Source: an optimization exercise on an open RTL-to-GDS flow (aim: small area, a short achievable clock period and few clock cycles per item). Production flows keep margins and buffers that such runs may drop.
Power figures rest on the tool's default switching activity, not on a simulated workload.

Setup of the reference run:
==> flow/design.v (excerpt) <==
module lpc1_cksum (
    input  wire        clk,
    input  wire        rst,
    input  wire        cmd_valid,
    output wire        cmd_ready,
    input  wire [31:0] cmd_word,
    input  wire [31:0] cmd_len,
    input  wire [23:0] cmd_fcs_in,
    input  wire        in_valid,
    output wire        in_ready,
    input  wire [31:0] in_data,
    output reg         done,
    output wire [7:0]  code,
    output reg  [7:0]  last_op,
    output reg         match,
    output reg  [23:0] fcs_val,
    output reg  [23:0] fcs_rx,
    output reg  [16:0] fcs_cover,
    output reg  [16:0] out_len,
    output reg  [5:0]  crc6,
    output reg  [9:0]  crc10
);
    localparam [3:0] C_OK           = 4'b0_000;    
    localparam [3:0] C_FCS_MISMATCH = 4'b0_001;    
    localparam [3:0] C_NO_CRC       = 4'b0_010;    
    localparam [3:0] C_ERR_LEN      = 4'b1_000;    
    localparam [3:0] C_ERR_TYPE     = 4'b1_001;    
  ...
clock: 8.0 ns
lec_check: 0
cap_margin: 20
core_margin: 2
core_utilization: 40
cts_cluster_diameter: 100
cts_cluster_size: 25
setup_slack_margin: 5
slew_margin: 20
synth_hierarchical: 1
synth_memory_max_bits: 8192
synth_minimum_keep_size: 0
tns_end_percent: 0
standard.sh (not shown) runs the stock make flow with config.mk's settings and CLKGATE_MAP_FILE= SYNTH_SCRIPT=/design/flow/synth_recipe.tcl, a recipe that flattens the netlist after the stock synthesis.
==> flow/flow/run.sh <==
#!/bin/bash
# The standard layout (the standard.sh: standard synthesis, floorplan,
# placement, CTS, routing), with the ports buffered by the smallest buffer
# (sky130_fd_sc_hd__buf_1) instead of the resizer's default delay cell;
# repair_design and repair_timing resize them where needed.
set -euo pipefail
export BUFFER_PORTS_ARGS="-buffer_cell sky130_fd_sc_hd__buf_1"
bash standard.sh finish SETUP_SLACK_MARGIN=5.4 TNS_END_PERCENT=0 > standard_flow.log 2>&1
For the trial run, these inputs were changed with respect to the reference run:
-- flow/design.v --
<<< the reference run, line 629
    reg        u1;            
    reg        iu0;           
    reg        fcs_on;        
    reg        c10_on;        
    reg        cmpx;          
>>> the trial run, line 629
    reg        u1;            
    reg        iu0;           
    reg        fcs_w;         
    reg        c10_on;        
    reg        cmpx;          
<<< the reference run, line 651
                               (cmd_len[3] & (cmd_len[2] | (cmd_len[1] & cmd_len[0])))));
    wire d_iu     = d_crc6 | d_crc10 | d_splice;
    wire d_words  = d_legal & (cmd_len[31:17] == 15'd0) &
                    (cmd_len[16] ? (cmd_len[15:0] == 16'd0) : (cmd_len[15:0] != 16'd0));
>>> the trial run, line 651
                               (cmd_len[3] & (cmd_len[2] | (cmd_len[1] & cmd_len[0])))));
    wire d_iu     = d_crc6 | d_crc10 | d_splice;
    wire d_len_hi0 = (cmd_len[31:17] == 15'd0);
    wire d_le65533 = d_len_hi0 & ~cmd_len[16] & ~(&cmd_len[15:1]);
    wire d_ge3     = (|cmd_len[31:2]) | (&cmd_len[1:0]);
    wire d_fcs_w   = (d_calc & ~d_big) |
                     (d_gen & ~(cmd_word[8] & (|cmd_fcs_in)) & d_le65533) |
                     (d_chk & ~d_big & d_ge3);
    wire d_words  = d_legal & (cmd_len[31:17] == 15'd0) &
                    (cmd_len[16] ? (cmd_len[15:0] == 16'd0) : (cmd_len[15:0] != 16'd0));
<<< the reference run, line 685
    wire [23:0] fcs_init_b = ({24{jb[1]}} & FCS_INIT1) | ({24{jb[2]}} & FCS_INIT2) |
                             ({24{jb[3]}} & FCS_INIT3);
    wire [23:0] fcs_init   = ui_next ? FCS_INIT1 : fcs_init_b;
    wire fcs_clr  = setup & ~illegal & ~big &
                    (o_calc | (o_gen & ~n_ovf & ~sup_ov) | (o_chk & ~n_lt3));
    wire fcs_load = ~rdy & (cidx == 2'd0) & (fcs_clr | fcs_on);
    wire [23:0] fcs_next;
    lpc1_crc24w u_crc24 (.f(fcs_val), .x(wrot), .fn(fcs_next));
    wire [9:0] crc10_next;
    lpc1_crc10w u_crc10 (.c(crc10), .x(wrot), .cn(crc10_next));
    wire fcs_step = wv & fcs_on & ~(ui & ~wfirst & ~wsecond) &
                    ~(o_chk & wlast & n_ragged);
    wire c10_step = wv & c10_on & ~wfirst;
    wire        chk_cmp = o_chk & fcs_on &
                          ((wv & wlast & n_ragged) | cmpx);
    wire [23:0] rx_word = wrot[23:0];
>>> the trial run, line 691
    wire [23:0] fcs_init_b = ({24{jb[1]}} & FCS_INIT1) | ({24{jb[2]}} & FCS_INIT2) |
                             ({24{jb[3]}} & FCS_INIT3);
    wire [23:0] fcs_init   = ui ? FCS_INIT1 : fcs_init_b;
    wire [23:0] fcs_next;
    wire [23:0] fcs_cur = wfirst ? fcs_init : fcs_val;
    lpc1_crc24w u_crc24 (.f(fcs_cur), .x(wrot), .fn(fcs_next));
    wire [9:0] crc10_next;
    lpc1_crc10w u_crc10 (.c(crc10), .x(wrot), .cn(crc10_next));
    wire fcs_step = wv & fcs_w & ~(ui & ~wfirst & ~wsecond) &
                    ~(o_chk & wlast & n_ragged);
    wire c10_step = wv & c10_on & ~wfirst;
    wire        chk_cmp = o_chk & fcs_w &
                          ((wv & wlast & n_ragged) | cmpx);
    wire [23:0] rx_word = wrot[23:0];
<<< the reference run, line 717
            sup_ov   <= cmd_word[8] & (|cmd_fcs_in);
            jb       <= d_jh;
            ui_elig  <= d_ui_elig;
        end
>>> the trial run, line 721
            sup_ov   <= cmd_word[8] & (|cmd_fcs_in);
            jb       <= d_jh;
            fcs_w    <= d_fcs_w;
            ui_elig  <= d_ui_elig;
        end
<<< the reference run, line 725
        if (rdy) begin
            cidx   <= 2'd0;
            fcs_on <= 1'b0;
            u0     <= d_ui_elig;
            u1     <= 1'b0;
>>> the trial run, line 730
        if (rdy) begin
            cidx   <= 2'd0;
            u0     <= d_ui_elig;
            u1     <= 1'b0;
<<< the reference run, line 736
            iu0 <= 1'b0;
        end
        if (fcs_clr)
            fcs_on <= 1'b1;
        wfirst  <= (cidx == 2'd0);
        wsecond <= (cidx == 2'd1);
>>> the trial run, line 740
            iu0 <= 1'b0;
        end
        wfirst  <= (cidx == 2'd0);
        wsecond <= (cidx == 2'd1);
<<< the reference run, line 825
                end
            end
            if (fcs_load)
                fcs_val <= fcs_init;
            if (crc6_wr)
                crc6 <= crc6_word;
>>> the trial run, line 827
                end
            end
            if (setup & fcs_w)
                fcs_val <= 24'h0;
            if (crc6_wr)
                crc6 <= crc6_word;
<<< the reference run, line 834
                crc10 <= crc10_next;
            if (wv & wfirst) begin
                if (ui & fcs_on)
                    fcs_cover <= 17'd7;
                if (iuup) begin
>>> the trial run, line 836
                crc10 <= crc10_next;
            if (wv & wfirst) begin
                if (ui & fcs_w)
                    fcs_cover <= 17'd7;
                if (iuup) begin
<<< the reference run, line 862
                rdy    <= 1'b1;
            end else if (wv & wlast) begin
                if (o_chk & fcs_on) begin
                    cmpx <= 1'b1;
                end else begin
>>> the trial run, line 864
                rdy    <= 1'b1;
            end else if (wv & wlast) begin
                if (o_chk & fcs_w) begin
                    cmpx <= 1'b1;
                end else begin
Findings:
- Comparing the reference run and the trial run, worst-case setup margin in the final layout is higher on the reference run.
- Going from the reference run to the trial run, setup slack at placement went up; met2 layer usage reported by global route now larger; design area went down 1.5%; sum of met3 wire segment lengths after detailed routing fell by about 26%.
- Post-synthesis instance total (lower): the reference run
- Layout buffer count excluding clock buffers (higher): the trial run
- Summary — fraction of final layout cells sized beyond drive strength 1, the trial run relative to the reference run: lower, by 2.4 points.
- Between the trial run and the reference run, it is the trial run whose post-layout total power is higher, by 6.8%.
- Looking at capturing element of the worst setup path, the u0 result is from the trial run; the irdy one comes from the reference run.
No functional check of the RTL was part of any run of this note.


Another version of the RTL of lpc1_cksum (not shown whole).
For scale: about 1500 cells after synthesis, roughly 220 flip-flops, ~240 I/O pins, about 14000 um2 of cells after synthesis.
export LEC_CHECK = 0
export CAP_MARGIN = 20
export CORE_MARGIN = 2
export CORE_UTILIZATION = 40
export CTS_CLUSTER_DIAMETER = 100
export CTS_CLUSTER_SIZE = 25
export SETUP_SLACK_MARGIN = 5
export SLEW_MARGIN = 20
export SYNTH_MEMORY_MAX_BITS = 8192
export TNS_END_PERCENT = 0
create_clock -name core_clock -period 8.0 [get_ports {clk}]
Scripts as last shown in full above: flow/flow/run.sh
Edit:
--- a/flow/design.v
+++ b/flow/design.v
@@ -147,34 +147,28 @@
     wire d_calc   = (cmd_word == 32'h0000_0001);
     wire d_gen    = (cmd_word == 32'h0000_0002) || (cmd_word == 32'h0000_0102);
     wire d_chk    = (cmd_word == 32'h0000_0003);
     wire d_crc6   = (cmd_word == 32'h0000_0010);
     wire d_crc10  = (cmd_word == 32'h0000_0011);
     wire d_splice = (cmd_word == 32'h0000_0012);
     wire d_legal  = d_calc | d_gen | d_chk | d_crc6 | d_crc10 | d_splice;
-    wire p_calc   = ~cmd_word[4] & (cmd_word[1:0] == 2'b01);
-    wire p_gen    = ~cmd_word[4] & (cmd_word[1:0] == 2'b10);
-    wire p_chk    = ~cmd_word[4] & (cmd_word[1:0] == 2'b11);
-    wire p_crc6   =  cmd_word[4] & (cmd_word[1:0] == 2'b00);
-    wire p_crc10  =  cmd_word[4] & (cmd_word[1:0] == 2'b01);
-    wire p_splice =  cmd_word[4] & (cmd_word[1:0] == 2'b10);
     wire d_big    = (|cmd_len[31:17]) | (cmd_len[16] & (|cmd_len[15:0]));
     wire [1:0] d_j = (cmd_word[1:0] == 2'b11) ? ~cmd_len[1:0]
                                               : {cmd_len[1] ^ cmd_len[0], cmd_len[0]};
     wire [3:0] d_jh = {d_j == 2'd3, d_j == 2'd2, d_j == 2'd1, d_j == 2'd0};
-    wire d_ui_elig = (p_gen & (|cmd_len[31:3])) |
-                     (p_chk & ((|cmd_len[31:4]) |
+    wire d_ui_elig = (d_gen & (|cmd_len[31:3])) |
+                     (d_chk & ((|cmd_len[31:4]) |
                                (cmd_len[3] & (cmd_len[2] | (cmd_len[1] & cmd_len[0])))));
-    wire d_iu     = cmd_word[4];
+    wire d_iu     = d_crc6 | d_crc10 | d_splice;
     wire d_len_hi0 = (cmd_len[31:17] == 15'd0);
     wire d_le65533 = d_len_hi0 & ~cmd_len[16] & ~(&cmd_len[15:1]);
     wire d_ge3     = (|cmd_len[31:2]) | (&cmd_len[1:0]);
-    wire d_fcs_w   = p_calc |
-                     (p_gen & ~(cmd_word[8] & (|cmd_fcs_in)) & d_le65533) |
-                     (p_chk & d_ge3);
+    wire d_fcs_w   = (d_calc & ~d_big) |
+                     (d_gen & ~(cmd_word[8] & (|cmd_fcs_in)) & d_le65533) |
+                     (d_chk & ~d_big & d_ge3);
     wire d_words  = d_legal & (cmd_len[31:17] == 15'd0) &
                     (cmd_len[16] ? (cmd_len[15:0] == 16'd0) : (cmd_len[15:0] != 16'd0));
     wire accept = cmd_valid & rdy;
     wire fire   = in_valid & irdy;
     wire [16:0] n        = rem;                  
     wire        n_zero   = (n == 17'd0);
     wire        n_lt2    = (n[16:1] == 16'd0);
@@ -200,18 +194,18 @@
     wire [31:0] rot = ({32{jn[0]}} & in_data) |
                       ({32{jn[1]}} & {in_data[23:0], prev[23:16]}) |
                       ({32{jn[2]}} & {in_data[15:0], prev[23:8]}) |
                       ({32{jn[3]}} & {in_data[7:0], prev[23:0]});
     wire [23:0] fcs_init_b, fcs_init_1;
     lpc1_crc24i u_init_b (.j(jb), .f(fcs_init_b));
     lpc1_crc24i u_init_1 (.j(4'b0010), .f(fcs_init_1));
-    wire [23:0] fcs_init = ui_next ? fcs_init_1 : fcs_init_b;
-    wire fcs_load = ~rdy & (cidx == 2'd0) & fcs_w & ~illegal & ~big;
+    wire [23:0] fcs_init = ui ? fcs_init_1 : fcs_init_b;
     wire [23:0] fcs_next;
-    lpc1_crc24w u_crc24 (.f(fcs_val), .x(wrot), .fn(fcs_next));
+    wire [23:0] fcs_cur = wfirst ? fcs_init : fcs_val;
+    lpc1_crc24w u_crc24 (.f(fcs_cur), .x(wrot), .fn(fcs_next));
     wire [9:0] crc10_next;
     lpc1_crc10w u_crc10 (.c(crc10), .x(wrot), .cn(crc10_next));
     wire fcs_step = wv & fcs_w & ~(ui & ~wfirst & ~wsecond) &
                     ~(o_chk & wlast & n_ragged);
     wire c10_step = wv & c10_on & ~wfirst;
     wire        chk_cmp = o_chk & fcs_w &
                           ((wv & wlast & n_ragged) | cmpx);
@@ -220,20 +214,20 @@
     always @(posedge clk) begin
         wrot <= rot;
         if (fire)
             prev <= (iuup & (cidx == 2'd0)) ? 24'h0 : in_data[31:8];
         else if (rdy)
             prev <= 24'h0;
         if (rdy) begin
-            o_calc   <= p_calc;
-            o_gen    <= p_gen;
-            o_chk    <= p_chk;
-            o_crc6   <= p_crc6;
-            o_crc10  <= p_crc10;
-            o_splice <= p_splice;
+            o_calc   <= d_calc;
+            o_gen    <= d_gen;
+            o_chk    <= d_chk;
+            o_crc6   <= d_crc6;
+            o_crc10  <= d_crc10;
+            o_splice <= d_splice;
             illegal  <= ~d_legal;
             big      <= d_big;
             sup_ov   <= cmd_word[8] & (|cmd_fcs_in);
             jb       <= d_jh;
             fcs_w    <= d_fcs_w;
             ui_elig  <= d_ui_elig;
         end
@@ -336,16 +330,16 @@
                         code_q <= C_ERR_LEN;    
                     if (o_splice) begin
                         code_q  <= C_ERR_LEN;
                         out_len <= n;         
                     end
                 end
             end
-            if (fcs_load)
-                fcs_val <= fcs_init;
+            if (setup & fcs_w)
+                fcs_val <= 24'h0;
             if (crc6_wr)
                 crc6 <= crc6_word;
             if (fcs_step)
                 fcs_val <= fcs_next;
             if (c10_step)
                 crc10 <= crc10_next;
             if (wv & wfirst) begin
What happened: The new run passed the timing, design-rule and antenna checks; sequential share of layout area grows by 0.32 points; final cell count shrinks by 0.46%; design area shrinks by 1.5%; clock power shrinks by 4.1%; synthesized area hardly moves; routed wire length shrinks by 2.4%; global-route usage grows by 0.23 points; first-iteration DRC count shrinks by 5.6%; maximum frequency shrinks by 7.3%; synthesized cell count grows by 1.4%; worst setup slack got worse by 0.22 ns; core utilization shrinks by 0.70 points; power grows by 9.3%; clock-buffer cell count shrinks by 4.
No functional check of the RTL was part of any run of this note.


lpc1_cksum, a different RTL version from the one above (not shown whole).
For scale: roughly 1,500 cells after synthesis, about 0.013 sq mm of cells after synthesis.
clock: 8.0 ns
lec_check: 0
cap_margin: 20
core_margin: 2
core_utilization: 40
cts_cluster_diameter: 100
cts_cluster_size: 25
setup_slack_margin: 5
slew_margin: 20
synth_hierarchical: 1
synth_memory_max_bits: 8192
synth_minimum_keep_size: 0
tns_end_percent: 0
Scripts as last shown in full above: flow/flow/run.sh
Change:
--- a/flow/design.v
+++ b/flow/design.v
@@ -624,15 +624,14 @@
     reg        wfirst;        
     reg        wsecond;       
     reg        wlast;         
     reg        ui;            
     reg        u0;            
     reg        u1;            
-    reg [3:0]  jx;            
+    reg        iu0;           
     reg        fcs_w;         
-    reg        fcs_on;        
     reg        c10_on;        
     reg        cmpx;          
     reg  [3:0] code_q;
     assign code = {3'b000, code_q[3], 1'b0, code_q[2:0]};
     assign cmd_ready = rdy;
     assign in_ready  = irdy;
@@ -672,13 +671,13 @@
     wire        rem_gt8  = (|rem[16:4]) | (rem[3] & (|rem[2:0]));
     wire        more_after = wv ? rem_gt8 : rem_gt4;
     wire        iuup     = o_crc10 | o_splice;
     wire ui_pat  = (in_data[15:13] == 3'b110) & ~in_data[16];
     wire ui_word = ui_elig & ui_pat;
     wire ui_next = (u0 & ui_pat) | u1;
-    wire [3:0] jn = ui_next ? 4'b0010 : jx;
+    wire [3:0] jn = ui_next ? 4'b0010 : (iu0 ? 4'b0001 : jb);
     wire [3:0] t      = wrot[7:4];
     wire       t_none = (t == 4'd1);
     wire       t_ok   = (t == 4'd0) || (t == 4'd14);
     wire [5:0] crc6_word;
     lpc1_crc6h u_crc6 (.x(wrot[15:0]), .c(crc6_word));
     wire       crc6_wr = wv & wfirst &
@@ -689,22 +688,21 @@
                       ({32{jn[3]}} & {in_data[7:0], prev[23:0]});
     localparam [23:0] FCS_INIT0 = 24'h000000, FCS_INIT1 = 24'h7016E8,
                       FCS_INIT2 = 24'hC7030A, FCS_INIT3 = 24'h53F40E;
     wire [23:0] fcs_init_b = ({24{jb[1]}} & FCS_INIT1) | ({24{jb[2]}} & FCS_INIT2) |
                              ({24{jb[3]}} & FCS_INIT3);
     wire [23:0] fcs_init   = ui_next ? FCS_INIT1 : fcs_init_b;
-    wire fcs_clr  = setup & fcs_w;
-    wire fcs_load = ~rdy & (cidx == 2'd0) & (fcs_clr | fcs_on);
+    wire fcs_load = ~rdy & (cidx == 2'd0) & fcs_w;
     wire [23:0] fcs_next;
     lpc1_crc24w u_crc24 (.f(fcs_val), .x(wrot), .fn(fcs_next));
     wire [9:0] crc10_next;
     lpc1_crc10w u_crc10 (.c(crc10), .x(wrot), .cn(crc10_next));
-    wire fcs_step = wv & fcs_on & ~(ui & ~wfirst & ~wsecond) &
+    wire fcs_step = wv & fcs_w & ~(ui & ~wfirst & ~wsecond) &
                     ~(o_chk & wlast & n_ragged);
     wire c10_step = wv & c10_on & ~wfirst;
-    wire        chk_cmp = o_chk & fcs_on &
+    wire        chk_cmp = o_chk & fcs_w &
                           ((wv & wlast & n_ragged) | cmpx);
     wire [23:0] rx_word = wrot[23:0];
     wire        rx_eq   = (fcs_val == rx_word);
     always @(posedge clk) begin
         wrot <= rot;
         if (fire)
@@ -719,34 +717,31 @@
             o_crc10  <= d_crc10;
             o_splice <= d_splice;
             illegal  <= ~d_legal;
             big      <= d_big;
             sup_ov   <= cmd_word[8] & (|cmd_fcs_in);
             jb       <= d_jh;
-            ui_elig  <= d_ui_elig;
             fcs_w    <= d_fcs_w;
+            ui_elig  <= d_ui_elig;
         end
         if (rdy)
             rem <= cmd_len[16:0];
         else if (wv)
             rem <= rem - 17'd4;
         if (rdy) begin
             cidx   <= 2'd0;
-            fcs_on <= 1'b0;
             u0     <= d_ui_elig;
             u1     <= 1'b0;
-            jx     <= d_iu ? 4'b0001 : d_jh;
+            iu0    <= d_iu;
         end else if (fire) begin
             if (cidx != 2'd2)
                 cidx <= cidx + 2'd1;
             u0  <= 1'b0;
             u1  <= u0 & ui_pat;
-            jx  <= jb;
+            iu0 <= 1'b0;
         end
-        if (fcs_clr)
-            fcs_on <= 1'b1;
         wfirst  <= (cidx == 2'd0);
         wsecond <= (cidx == 2'd1);
         wlast   <= ~more_after;
         if (cidx == 2'd0)
             ui <= ui_word;
         if (rdy)
@@ -837,13 +832,13 @@
                 crc6 <= crc6_word;
             if (fcs_step)
                 fcs_val <= fcs_next;
             if (c10_step)
                 crc10 <= crc10_next;
             if (wv & wfirst) begin
-                if (ui & fcs_on)
+                if (ui & fcs_w)
                     fcs_cover <= 17'd7;
                 if (iuup) begin
                     if (t_none) begin
                         code_q <= C_NO_CRC;
                         if (o_crc10)
                             crc10 <= 10'h0;
@@ -865,13 +860,13 @@
                 fcs_rx <= rx_word;
                 match  <= rx_eq;
                 code_q <= rx_eq ? C_OK : C_FCS_MISMATCH;
                 done   <= 1'b1;
                 rdy    <= 1'b1;
             end else if (wv & wlast) begin
-                if (o_chk & fcs_on) begin
+                if (o_chk & fcs_w) begin
                     cmpx <= 1'b1;
                 end else begin
                     done <= 1'b1;
                     rdy  <= 1'b1;
                 end
             end
Wire length shrinks slightly. Count of clock-buffer cells in the layout grows by 2. Cell area shrinks by a few percent. Register-to-register slack loses 0.08 ns. Sequential power stays flat. Synthesized cell count grows slightly. Die area is about the same. Global-route usage grows by 0.16 points. Clock power grows by a few percent. Setup slack loses 0.058 ns.
No functional check of the RTL was part of any run of this note.

==> separate check: timing with driven ports <==
In the flow no input, the clock included, has a driving cell. The finished layouts below were timed again as built, in two steps. Step 1: set_driving_cell puts a clkbuf_16 on clk and a buf_2 on each other input, an assumption about the parent block. Step 2 moves the port delays by t, midway between the first and last clock arrival at a register: inputs arrive t later, outputs are due t later. That takes back most of the time a late clock gives input paths. a / b / c = no drivers / after step 1 / after step 2; a / b = the first two.
run	t, ns	setup slack, ns	clock arrival spread, ns	worst data-port slew with drivers (ns)	pins driven straight from the clock port
the reference run	0.545	5.168 / 5.150 / 4.650	0.048 / 0.049	0.06	1
the trial run	0.536	4.968 / 4.998 / 4.462	0.015 / 0.014	0.07	1
the first run of note 2	0.549	5.246 / 5.203 / 4.723	0.018 / 0.018	0.06	1
the second run of note 2	0.540	5.030 / 5.030 / 4.620	0.031 / 0.030	0.07	1
the first run of note 3	0.546	5.191 / 5.177 / 4.664	0.016 / 0.016	0.08	1
the second run of note 3	0.548	5.133 / 5.144 / 4.619	0.037 / 0.038	0.05	1
After both steps every run listed still meets setup and hold. For the first run of note 3, which loses most, drivers alone change the setup slack by -0.014 ns; drivers and shift together by -0.527 ns.
